Source: an optimization exercise on an open RTL-to-GDS flow (aim: small area, a short achievable clock period and few clock cycles). Production flows keep margins and buffers that such runs may drop. Only simulation tests tie the RTL to the original design; equivalence was not proved. Power figures rest on the tool's default switching activity, not on a simulated workload.

==> flow/config.mk <==
export PLATFORM = sky130hd
export DESIGN_NAME = mcl2_core
export DESIGN_NICKNAME = mcl2_core
export VERILOG_FILES = /design/flow/design.v
export SDC_FILE = /design/flow/constraint.sdc
export NUM_CORES = 4
export LEC_CHECK = 0
export CAP_MARGIN = 20
export CORE_MARGIN = 2
export CORE_UTILIZATION = 40
export PLACE_DENSITY = 0.6
export SLEW_MARGIN = 20
==> flow/constraint.sdc <==
create_clock -name core_clock -period 18.0 [get_ports {clk}]
set_input_delay 3.6000 -clock core_clock [delete_from_list [all_inputs] [get_ports {clk}]]
set_output_delay 3.6000 -clock core_clock [all_outputs]
set_load 0.01 [all_outputs]
==> flow/design.v <==
module mcl2_core (
    input  wire        clk,
    input  wire        rst,
    input  wire        cmd_valid,
    input  wire [7:0]  cmd,
    output wire        cmd_ready,
    output reg         done,
    input  wire [1:0]  ev,
    output wire [1:0]  ind,
    output wire        test_out,
    output wire        in_rd,
    output wire [4:0]  in_addr,
    input  wire [15:0] in_rdata,
    output reg         out_we,
    output reg  [4:0]  out_addr,
    output reg  [15:0] out_wdata
);
    localparam [15:0] PHASE_INC = 16'd1365;
    localparam [7:0]  BITS      = 8'h59;      
    localparam [7:0]  CMD_INIT = 8'h01, CMD_PROCESS = 8'h02, CMD_TICK = 8'h03;
    localparam [16*64-1:0] SINE_TAB = {
        16'hF374, 16'hE707, 16'hDAD8, 16'hCF05, 16'hC3AA, 16'hB8E4, 16'hAECD, 16'hA57E,
        16'h9D0F, 16'h9593, 16'h8F1E, 16'h89BF, 16'h8584, 16'h8277, 16'h809F, 16'h8001,
        16'h809F, 16'h8277, 16'h8584, 16'h89BF, 16'h8F1E, 16'h9593, 16'h9D0F, 16'hA57E,
        16'hAECD, 16'hB8E4, 16'hC3AA, 16'hCF05, 16'hDAD8, 16'hE707, 16'hF374, 16'h0000,
        16'h0C8C, 16'h18F9, 16'h2528, 16'h30FB, 16'h3C56, 16'h471C, 16'h5133, 16'h5A82,
        16'h62F1, 16'h6A6D, 16'h70E2, 16'h7641, 16'h7A7C, 16'h7D89, 16'h7F61, 16'h7FFF,
        16'h7F61, 16'h7D89, 16'h7A7C, 16'h7641, 16'h70E2, 16'h6A6D, 16'h62F1, 16'h5A82,
        16'h5133, 16'h471C, 16'h3C56, 16'h30FB, 16'h2528, 16'h18F9, 16'h0C8C, 16'h0000
    };
    localparam [16*16-1:0] SHAPE_A_TAB = {
        16'h8001, 16'h8277, 16'h89BF, 16'h9593, 16'hA57E, 16'hB8E4, 16'hCF05, 16'hE707,
        16'h0000, 16'h18F9, 16'h30FB, 16'h471C, 16'h5A82, 16'h6A6D, 16'h7641, 16'h7D89
    };
    localparam [16*16-1:0] SHAPE_B_TAB = {
        16'h7FFF, 16'h7D89, 16'h7641, 16'h6A6D, 16'h5A82, 16'h471C, 16'h30FB, 16'h18F9,
        16'h0000, 16'hE707, 16'hCF05, 16'hB8E4, 16'hA57E, 16'h9593, 16'h89BF, 16'h8277
    };
    localparam [1:0] S_IDLE = 2'd0, S_SAMPLE = 2'd1, S_PSEUDO = 2'd2, S_CLEAR = 2'd3;
    reg [1:0]  mode;
    reg [1:0]  ind_r;
    reg        inc_pend, dec_pend;
    reg        sign, test_out_r;
    reg        ineg;                 
    reg [2:0]  bitcur;
    reg [15:0] phase;
    reg [16*16-1:0] hq;              
    reg [16*21-1:0] dq;              
    reg        rdy;                  
    reg        pv;                   
    reg [1:0]  pm;                   
    reg        prun;                 
    reg [5:0]  cnt;
    reg        v1;                   
    reg [4:0]  a1;
    reg        tr, sel;
    reg [15:0] cr, cf;               
    reg        blk;                  
    reg [3:0]  ti;                   
    reg [4:0]  rel;                  
    reg [1:0]  stype;
    reg        clr_req, clr_all;
    reg        acc_ok;               
    reg        emu_ok;               
    reg [13:0] emu;
    reg [31:0] acc;
    reg        pred_act, pred_first, pred_last;
    reg        tail_go;
    reg        rd_r;
    reg [4:0]  ra_r;
    assign cmd_ready = rdy;
    assign ind       = ind_r;
    assign test_out  = test_out_r;
    assign in_rd     = rd_r;
    assign in_addr   = ra_r;
    wire accept = cmd_valid & rdy;
    wire [15:0] h_head = hq[15:0];
    wire [15:0] h_new  = hq[16*15 +: 16];   
    wire [15:0] x_head = dq[15:0];
    wire [15:0] x_prev = dq[16*19 +: 16];   
    wire [15:0] h_upd;
    mcl2_umac u_upd (.e(emu), .x(x_head), .h(h_head), .hn(h_upd));
    wire        m3    = pv & (pm == 2'd3);
    wire [15:0] mac_a = m3 ? cf : h_new;
    wire [15:0] mac_b = m3 ? cr : x_prev;
    wire [31:0] mac_c = (m3 | pred_first) ? 32'd0 : acc;
    wire [31:0] mac_y;
    mcl2_pmac u_mac (.a(mac_a), .b(mac_b), .acc(mac_c), .y(mac_y));
    wire [15:0] acc_n = (acc[31:15] == 17'h0FFFF) ? 16'h7FFF : (acc[31:16] + {15'd0, acc[15]});
    wire [16:0] e_d   = {in_rdata[15], in_rdata} - {acc_n[15], acc_n};
    wire [15:0] e_s   = (e_d[16] != e_d[15]) ? (e_d[16] ? 16'h8000 : 16'h7FFF) : e_d[15:0];
    wire [16:0] e_r   = {out_wdata[15], out_wdata} + 17'd4;
    wire [13:0] emu_n = e_r[16:3];
    wire [15:0] phase_n = phase + PHASE_INC;
    wire [5:0]  sidx    = phase_n[15:10] + ((pm == 2'd3) ? 6'd16 : 6'd0);
    wire [15:0] rom     = SINE_TAB[16*sidx +: 16];
    wire [3:0]  n3      = cnt[4:1];
    wire [15:0] coef_n  = tr ? (sel ? SHAPE_B_TAB[16*n3 +: 16] : SHAPE_A_TAB[16*n3 +: 16])
                             : (ineg ? 16'h8001 : 16'h7FFF);
    wire upd_now  = ((stype == S_SAMPLE) && (rel <= 5'd15)) ||
                    ((stype == S_PSEUDO) && (rel >= 5'd1) && (rel <= 5'd16));
    wire hrot     = upd_now || ((stype == S_CLEAR) && (rel <= 5'd15));
    wire push     = (stype == S_SAMPLE) && (rel == 5'd15);
    wire [4:0] rel_n = push ? 5'd17 : (rel == 5'd20) ? 5'd0 : rel + 5'd1;
    wire eng_idle = (stype == S_IDLE) && !emu_ok && !clr_req;
    wire [15:0] h_in  = (stype == S_CLEAR) ? 16'd0 : h_upd;
    wire [15:0] dl_in = ((stype == S_CLEAR) && (clr_all || (rel <= 5'd15))) ? 16'd0 :
                        push ? in_rdata : x_head;
    wire [1:0] mode_inc  = inc_pend ? mode + 2'd1 : mode;
    wire [1:0] mode_tick = dec_pend ? mode_inc - 2'd1 : mode_inc;
    always @(posedge clk) begin
        if (hrot) hq <= {h_in, hq[16*16-1:16]};
        dq <= {dl_in, dq[16*21-1:16]};
    end
    always @(posedge clk) begin
        if (rst) begin
            done       <= 1'b0;
            out_we     <= 1'b0;
            out_addr   <= 5'd0;
            out_wdata  <= 16'd0;
            mode       <= 2'd0;
            ind_r      <= 2'd0;
            inc_pend   <= 1'b0;
            dec_pend   <= 1'b0;
            sign       <= 1'b0;
            test_out_r <= 1'b0;
            ineg       <= 1'b0;
            bitcur     <= 3'd0;
            phase      <= 16'd0;
            rdy        <= 1'b1;
            pv         <= 1'b0;
            pm         <= 2'd0;
            prun       <= 1'b0;
            cnt        <= 6'd0;
            v1         <= 1'b0;
            a1         <= 5'd0;
            tr         <= 1'b0;
            sel        <= 1'b0;
            cr         <= 16'd0;
            cf         <= 16'd0;
            blk        <= 1'b0;
            ti         <= 4'd0;
            rel        <= 5'd0;
            stype      <= S_CLEAR;
            clr_req    <= 1'b0;
            clr_all    <= 1'b1;
            acc_ok     <= 1'b1;
            emu_ok     <= 1'b0;
            emu        <= 14'd0;
            acc        <= 32'd0;
            pred_act   <= 1'b0;
            pred_first <= 1'b0;
            pred_last  <= 1'b0;
            tail_go    <= 1'b0;
            rd_r       <= 1'b0;
            ra_r       <= 5'd0;
        end else begin
            done   <= 1'b0;
            out_we <= 1'b0;
            if (ev[0]) inc_pend <= 1'b1;
            if (ev[1]) dec_pend <= 1'b1;
            if (accept) begin
                case (cmd)
                CMD_INIT: begin
                    clr_req <= 1'b1;
                    done    <= 1'b1;
                end
                CMD_TICK: begin
                    inc_pend <= ev[0];
                    dec_pend <= ev[1];
                    mode     <= mode_tick;
                    if (inc_pend || dec_pend)
                        ind_r <= mode_tick;
                    done     <= 1'b1;
                end
                CMD_PROCESS: begin
                    rdy <= 1'b0;
                    if (mode == 2'd1) begin
                        blk <= 1'b1;
                        ti  <= 4'd0;
                    end else begin
                        pv   <= 1'b1;
                        pm   <= mode;
                        prun <= 1'b0;
                        cnt  <= 6'd0;
                    end
                    if (mode == 2'd3) begin
                        test_out_r <= BITS[bitcur];
                        bitcur     <= bitcur + 3'd1;
                        tr         <= ~BITS[bitcur];
                        sel        <= sign;
                        if (!BITS[bitcur])
                            sign <= ~sign;
                    end
                end
                default: done <= 1'b1;    
                endcase
            end
            v1 <= rd_r && pv && (pm == 2'd0);
            a1 <= ra_r;
            if (pv && !prun) begin
                if (pm == 2'd2 || eng_idle) begin
                    prun <= 1'b1;
                    if (pm == 2'd3) acc_ok <= 1'b0;
                end
            end
            if (pv && prun) begin
                case (pm)
                2'd0: begin
                    if (!cnt[5]) cnt <= cnt + 6'd1;
                    if (v1) begin
                        out_we    <= 1'b1;
                        out_addr  <= a1;
                        out_wdata <= in_rdata;
                        if (a1 == 5'd31) begin
                            done <= 1'b1;
                            rdy  <= 1'b1;
                            pv   <= 1'b0;
                        end
                    end
                end
                2'd2: begin
                    cnt      <= cnt + 6'd1;
                    out_we   <= 1'b1;
                    out_addr <= cnt[4:0];
                    if (!cnt[0]) begin
                        phase     <= phase_n;
                        out_wdata <= rom;
                    end
                    if (cnt[4:0] == 5'd31) begin
                        done <= 1'b1;
                        rdy  <= 1'b1;
                        pv   <= 1'b0;
                    end
                end
                default: begin
                    cnt <= cnt + 6'd1;
                    if (!cnt[0] && !cnt[5]) begin
                        phase <= phase_n;
                        cr    <= rom;
                        cf    <= coef_n;
                    end
                    if (cnt[0] && !cnt[5])
                        acc <= mac_y;
                    if (cnt >= 6'd2) begin
                        out_we   <= 1'b1;
                        out_addr <= {cnt[4:1] - 4'd1, cnt[0]};
                        if (!cnt[0]) out_wdata <= acc_n;
                    end
                    if (cnt == 6'd33) begin
                        done <= 1'b1;
                        rdy  <= 1'b1;
                        pv   <= 1'b0;
                        if (tr) ineg <= ~sel;
                    end
                end
                endcase
            end
            rd_r <= (pv && prun && (pm == 2'd0) && !cnt[5]) || (blk && (rel_n == 5'd17));
            ra_r <= blk ? {ti, 1'b0} : cnt[4:0];
            rel <= rel_n;
            pred_act   <= upd_now;
            pred_first <= ((stype == S_SAMPLE) && (rel == 5'd0)) || ((stype == S_PSEUDO) && (rel == 5'd1));
            pred_last  <= ((stype == S_SAMPLE) && (rel == 5'd15)) || ((stype == S_PSEUDO) && (rel == 5'd16));
            if (pred_act)   acc    <= mac_y;
            if (pred_first) acc_ok <= 1'b0;
            if (pred_last)  acc_ok <= 1'b1;
            if (push) emu <= 14'd0;
            if (rel == 5'd17)
                tail_go <= blk && rd_r && (acc_ok || pred_last) && !emu_ok && !clr_req;
            if (rel == 5'd18 && tail_go) begin
                out_wdata <= e_s;
                out_we    <= 1'b1;
                out_addr  <= {ti, 1'b0};
            end
            if (rel == 5'd19 && tail_go) begin
                emu      <= emu_n;
                emu_ok   <= 1'b1;
                out_we   <= 1'b1;
                out_addr <= {ti, 1'b1};
                ti       <= ti + 4'd1;
                if (ti == 4'd15) begin
                    done <= 1'b1;
                    rdy  <= 1'b1;
                    blk  <= 1'b0;
                end
            end
            if (rel == 5'd20) begin
                if (stype == S_CLEAR) clr_all <= 1'b0;
                if (emu_ok) begin
                    stype  <= S_SAMPLE;
                    emu_ok <= 1'b0;
                end else if (clr_req) begin
                    stype   <= S_CLEAR;
                    clr_req <= 1'b0;
                    acc     <= 32'd0;
                    acc_ok  <= 1'b1;
                end else if (blk && !acc_ok) begin
                    stype <= S_PSEUDO;
                end else begin
                    stype <= S_IDLE;
                end
            end
        end
    end
endmodule
module mcl2_pmac(input [15:0] a, input [15:0] b, input [31:0] acc, output [31:0] y);
    wire [16:0] bb = {b, 1'b0};
    wire [16:0] ax = {a[15], a};
    reg  [16:0] row [0:7];
    reg  [7:0]  neg;
    integer j;
    always @(*) begin
        for (j = 0; j < 8; j = j + 1) begin
            case (bb[2*j +: 3])
                3'b000, 3'b111: begin row[j] = 17'd0; neg[j] = 1'b0; end
                3'b001, 3'b010: begin row[j] = ax; neg[j] = 1'b0; end
                3'b011:         begin row[j] = {a, 1'b0}; neg[j] = 1'b0; end
                3'b100:         begin row[j] = ~{a, 1'b0}; neg[j] = 1'b1; end
                default:        begin row[j] = ~ax; neg[j] = 1'b1; end
            endcase
        end
    end
    wire corr = (a == 16'h8000) && (b == 16'h8000);
    wire [16:0] row0 = corr ? 17'h1FFFF : row[0];
    wire [32:0] r0 = {14'd0, 1'b1, ~row0[16], row0[15:0], 1'b0};
    wire [32:0] r1 = {12'd0, 1'b1, ~row[1][16], row[1][15:0], 3'b0};
    wire [32:0] r2 = {10'd0, 1'b1, ~row[2][16], row[2][15:0], 5'b0};
    wire [32:0] r3 = { 8'd0, 1'b1, ~row[3][16], row[3][15:0], 7'b0};
    wire [32:0] r4 = { 6'd0, 1'b1, ~row[4][16], row[4][15:0], 9'b0};
    wire [32:0] r5 = { 4'd0, 1'b1, ~row[5][16], row[5][15:0], 11'b0};
    wire [32:0] r6 = { 2'd0, 1'b1, ~row[6][16], row[6][15:0], 13'b0};
    wire [32:0] r7 = { 1'd0, ~row[7][16], row[7][15:0], 15'b0};
    wire [32:0] nb = {1'b0, 1'b1, 13'd0, 1'b1, 1'b0, neg[7], 1'b0, neg[6], 1'b0, neg[5], 1'b0, neg[4], 1'b0, neg[3], 1'b0, neg[2], 1'b0, neg[1], 1'b0, neg[0], corr};
    wire [32:0] ar = {1'b0, ~acc[31], acc[30:0]};
    wire [32:0] s = r0 + r1 + r2 + r3 + r4 + r5 + r6 + r7 + nb + ar;
    assign y = (s[32] != s[31]) ? (s[32] ? 32'h80000000 : 32'h7FFFFFFF) : s[31:0];
endmodule
module mcl2_umac (
    input  wire [13:0] e,
    input  wire [15:0] x,
    input  wire [15:0] h,
    output wire [15:0] hn
);
    wire [14:0] ee = {e, 1'b0};
    wire [16:0] xs = {x[15], x};
    reg  [16:0] row [0:6];
    reg  [6:0]  neg;
    integer j;
    always @(*) begin
        for (j = 0; j < 7; j = j + 1) begin
            case (ee[2*j +: 3])
                3'b000, 3'b111: begin row[j] = 17'd0;       neg[j] = 1'b0; end
                3'b001, 3'b010: begin row[j] = xs;          neg[j] = 1'b0; end
                3'b011:         begin row[j] = {x, 1'b0};   neg[j] = 1'b0; end
                3'b100:         begin row[j] = ~{x, 1'b0};  neg[j] = 1'b1; end
                default:        begin row[j] = ~xs;         neg[j] = 1'b1; end
            endcase
        end
    end
    wire [31:0] r0 = {14'd0, 1'b1, ~row[0][16], row[0][15:0]};
    wire [31:0] r1 = {12'd0, 1'b1, ~row[1][16], row[1][15:0], 2'd0};
    wire [31:0] r2 = {10'd0, 1'b1, ~row[2][16], row[2][15:0], 4'd0};
    wire [31:0] r3 = { 8'd0, 1'b1, ~row[3][16], row[3][15:0], 6'd0};
    wire [31:0] r4 = { 6'd0, 1'b1, ~row[4][16], row[4][15:0], 8'd0};
    wire [31:0] r5 = { 4'd0, 1'b1, ~row[5][16], row[5][15:0], 10'd0};
    wire [31:0] r6 = { 2'd0, 1'b1, ~row[6][16], row[6][15:0], 12'd0};
    wire [31:0] nb = {15'd0, 1'b1, 1'b0, 1'b1, 1'b0, neg[6], 1'b0, neg[5], 1'b0, neg[4], 1'b0,
                      neg[3], 1'b0, neg[2], 1'b0, neg[1], 1'b0, neg[0]};
    wire [31:0] hr = {1'b1, ~h[15], h[14:0], 15'd0};
    wire [31:0] s  = r0 + r1 + r2 + r3 + r4 + r5 + r6 + nb + hr;
    wire [16:0] v  = s[31:15];
    assign hn = (v[16] != v[15]) ? (v[16] ? 16'h8000 : 16'h7FFF) : v[15:0];
endmodule
==> flow/run.sh <==
#!/bin/bash
# synth_recipe.tcl (not shown) runs the flow's synth.tcl, then flattens the netlist and writes it again
# the make line also repeats each setting of config.mk as NAME=value (left out here)
make -C /OpenROAD-flow-scripts/flow DESIGN_CONFIG=/design/flow/config.mk WORK_HOME=/design/flow/orfs CLKGATE_MAP_FILE= SYNTH_SCRIPT=/design/flow/synth_recipe.tcl finish
==> notes.md <==
layer usage:
metal / up-vias / GRT usage [%]
li1: 14900 / -
met4: 4 / 5.68
met1: 15300 / 31.4
met3: 154 / 3.38
met5: - / 0
met2: 1100 / 32.3
cells in the final DEF (no fill, tap or decap), types with 34 or more instances in the layout:
master / instances
a221oi_1: 39
clkbuf_16: 77
fa_1: 176
a22oi_1: 75
inv_1: 264
a211oi_1: 94
buf_4: 85
clkdlybuf4s50_1: 60
nand2_1: 291
xor2_1: 174
a21oi_1: 269
edfxtp_1: 256
ha_1: 248
nor2b_1: 39
xnor2_1: 173
o221ai_1: 49
nor3_1: 62
a21o_1: 34
nand3_1: 83
nor2_1: 385
a221o_1: 39
dfxtp_1: 510
o21ai_0: 210
how the worst max path moves through the flow:
stage                       startpoint  slack, ns  depth (start not counted)                 end
finish              pm[1]$_SDFFE_PP0P_       6.60                         35   acc[9]$_SDFF_PP0_
global route        pm[1]$_SDFFE_PP0P_       5.77                         35  acc[24]$_SDFF_PP0_
CTS                 pm[1]$_SDFFE_PP0P_       6.67                         35   acc[9]$_SDFF_PP0_
detailed placement  pm[1]$_SDFFE_PP0P_       6.67                         35   acc[9]$_SDFF_PP0_
global placement    pm[1]$_SDFFE_PP0P_       6.85                         32   acc[8]$_SDFF_PP0_
floorplan           pm[1]$_SDFFE_PP0P_       8.84                         37  acc[19]$_SDFF_PP0_
state kept, by name (all words and copies together) (netlist names), 3 cells and up:
register   cells
dq           336
hq           256
acc           32
cf            16
cr            16
out_wdata     16
phase         16
emu           14
cnt            6
a1             5
out_addr       5
ra_r           5
rel            5
ti             4
bitcur         3
per-stage QoR:
| stage | worst slack (ns) | cells | total power [mW] |
|---|---|---|---|
| after CTS | 6.67 | 5656 | 3.45 |
| after detailed placement | 6.67 | 5520 | 1.87 |
| final | 6.60 | 5659 | 3.41 |
| after global routing | 5.77 | 5657 | 3.52 |
| after floorplan | 8.84 | 4266 | 1.85 |
| after global placement | 6.85 | 5520 | 1.87 |
worst register-to-register path, delay by kind of cell (launching register included):
family / cells / cell delay, ns
AO/OA/AOI/OAI: 17 / 4.07
multiplexers: 1 / 0.96
AND/OR/NAND/NOR: 6 / 1.86
XOR/XNOR: 1 / 0.11
adder cells (fa/ha/maj): 6 / 2.77
buffers and inverters: 4 / 1.25
flip-flops: 1 / 0.30
logic make-up (layout without fill, tap and decap cells):
family	count (synthesis)	count (layout)
compound gates	1080	1080
xor+xnor	354	354
fa+ha+maj	431	431
buf+inv	549	549
flops	766	766
mux	56	56
other cells	0	2
simple gates	1030	1030
layout make-up:
cell class / instances / share of cell area [%]
multi-input cells: 2951 / 48.1
flip-flops and latches: 766 / 38.0
clock buffers: 109 / 4.58
well taps: 1391 / 3.70
repair buffers: 145 / 2.63
inverters: 268 / 2.14
clock inverters: 27 / 0.789
diodes: 2 / 0.0106
power groups by stage:
stage	clock network [mW]	logic, mW	registers (mW)
detailed placement	0	0.0502	1.82
floorplan	0	0.0314	1.81
finish	1.58	0.0515	1.78
CTS	1.62	0.0505	1.78
global placement	0	0.0501	1.82
global route	1.69	0.0552	1.78
==> flow_summary.ini <==
[setup_path]
critical_path.top_delay_family = compound AO/OA/AOI/OAI gates
cp-end-kind = flop
reg2reg_to = acc[9]$_SDFF_PP0_
r2r_cells = 35
arrival_ns = 11.94
crit_fanout = 34
rrSetupSlack_ns = 6.60
cp.required_ns = 18.54
crit_type = flop to flop
crit_slowest_cell = mux2i_4
crit_buf_inv = 4
rr_startpoint = pm[1]$_SDFFE_PP0P_
max_stage_delay_ns = 0.94
cp-start-kind = flop

[detailed_routing]
drc_errors = 0
viasPerCell = 5.57
wl_met2_mm = 51.2
routed_wl_mm = 116
wl_met1_mm = 53.5
first_pass_iters = 6
drtAntennaViolNets = 0
wl_met3_mm = 8.61
dr_total_vias = 31500
drt_iter0_markers = 2930
routed.top_layer = met5
wl_per_cell_um = 20.5

[clock_network]
max-clock-path-buffers = 3
post_cts_resized = 0
root_buffer = clkbuf_16
clkLatencyLatePin_ns = 0.65
cts_tree = yes
cts_made_buffers = 76
clkTransAtPathRegs_ns = 0.07
cts.sinks = 766
cts_hold_buf = 0
post_cts_buffers = 0
htreeDepth = 3

[worst_hold_path]
hold_end = dq[212]$_DFF_P_
hold_path.class = flop to flop
hp-start = dq[228]$_DFF_P_
hold_depth = 0

[cells_and_area]
final_cell_area_um2 = 47100
final_util_pct = 44.7
layout.nets = 4661
area.sequential_um2 = 17900
area_growth_pct = 10.8
multi_input_area_um2 = 22700
drive_gt1_share_pct = 7.36
nFillCells = 9966

[logic_synthesis]
synth-async-reset-ratio_pct = 0
synthAdderAreaFrac_pct = 15.8
synth_mux_area_share_pct = 1.56
synthTopCellsByArea = dfxtp_1, edfxtp_1, fa_1
seq_area_frac_synth_pct = 42.1
syn_area_um2 = 42500
synth.distinct_cells = 106
synthXorXnorAreaFrac_pct = 7.32
synth_top_area_share_pct = 24.0
ys.warnings.count = 5
synth_common_cells = dfxtp_1, nor2_1, nand2_1, a21oi_1, inv_1
synth_flop_cell = dfxtp_1
ys_seq_elements = 766
yosysMostFrequentCell = dfxtp_1
synth_compound_area_share_pct = 17.3
yosysTopAreaCell = dfxtp_1
synthSimpleGateAreaFrac_pct = 10.9
syn-num-nets = 4719
synth_top_family_by_area = compound AO/OA/AOI/OAI gates
synth_edf_count = 256
synthCells = 4266
avgSynthCellArea_um2 = 9.96

[die]
die_h_um = 330
start_util_pct = 40.4
core_um2 = 105000
die_area_um2 = 109000
num_rows = 119
die_w_um = 330
ioPinCount = 62

[sta]
maxSlewViolCount = 0
finalSetupViolations = 0
hold_viol = 0
fmax_ghz = 0.0877
rsz0062_at_grt = false
clock_skew_ns = 0.0429
maxSlewHeadroom_pct = 17.8
min_period_ns = 11.40
timing.setup.tns_ns = 0
tightest_slew_ns = 1.23
hold-worst-slack_ns = 0.320
period_share_pct = 63.3

[power]
clockPowerShare_pct = 46.3
p_int_mw = 2.70
swShare_pct = 20.7
leakagePower_nw = 19.0
p_seq_share_pct = 52.2
vdd.ir_drop.worst_v = 0.0000824
power.switching_uw = 706
power_density_nw_per_um2 = 72.3
share_comb_of_total_power_pct = 1.5

[placed_design]
hpwl_mm = 85.0
gp_congestion = 0.907
dpl-instance-area_um2 = 44500
numPortBuffers = 61

[flow_run]
max_cap_violations = 0

[global_route]
grt_pass1_vias = 29300
grt-ovfl-total = 0
grt_usage_pct = 21.3
grt_max_degree = 92
antenna_found_initial = 3
grt_pass1_wl_mm = 179

[outcome]
status = finished clean
Testbench counts, summed over its fixed seeds: cycles 86,456.

afterwards: timing with drivers on the ports:
In the flow no input, the clock included, has a driving cell. The finished layout below was timed again as built, in two steps. Step 1 (the two cells are an assumption about what drives the block):
set clk [get_ports {clk}]
set_driving_cell -lib_cell sky130_fd_sc_hd__clkbuf_16 $clk
set_driving_cell -lib_cell sky130_fd_sc_hd__buf_2 [delete_from_list [all_inputs] $clk]
Step 2, shift: input delay + t, output delay - t, t = (earliest + latest rising clock arrival at the registers) / 2. This alone moves slack from input paths to output paths. Three values: ideal ports, drivers, drivers and shift; two values: the first two.
shift t [ns]: 0.703
setup WS [ns]: 6.603 / 6.603 / 6.603
worst data-port slew with drivers (ns): 0.14
After both steps this run still meets setup and hold. The setup slack of this run moves by 0.000 ns with the drivers and by 0.000 ns with both steps.
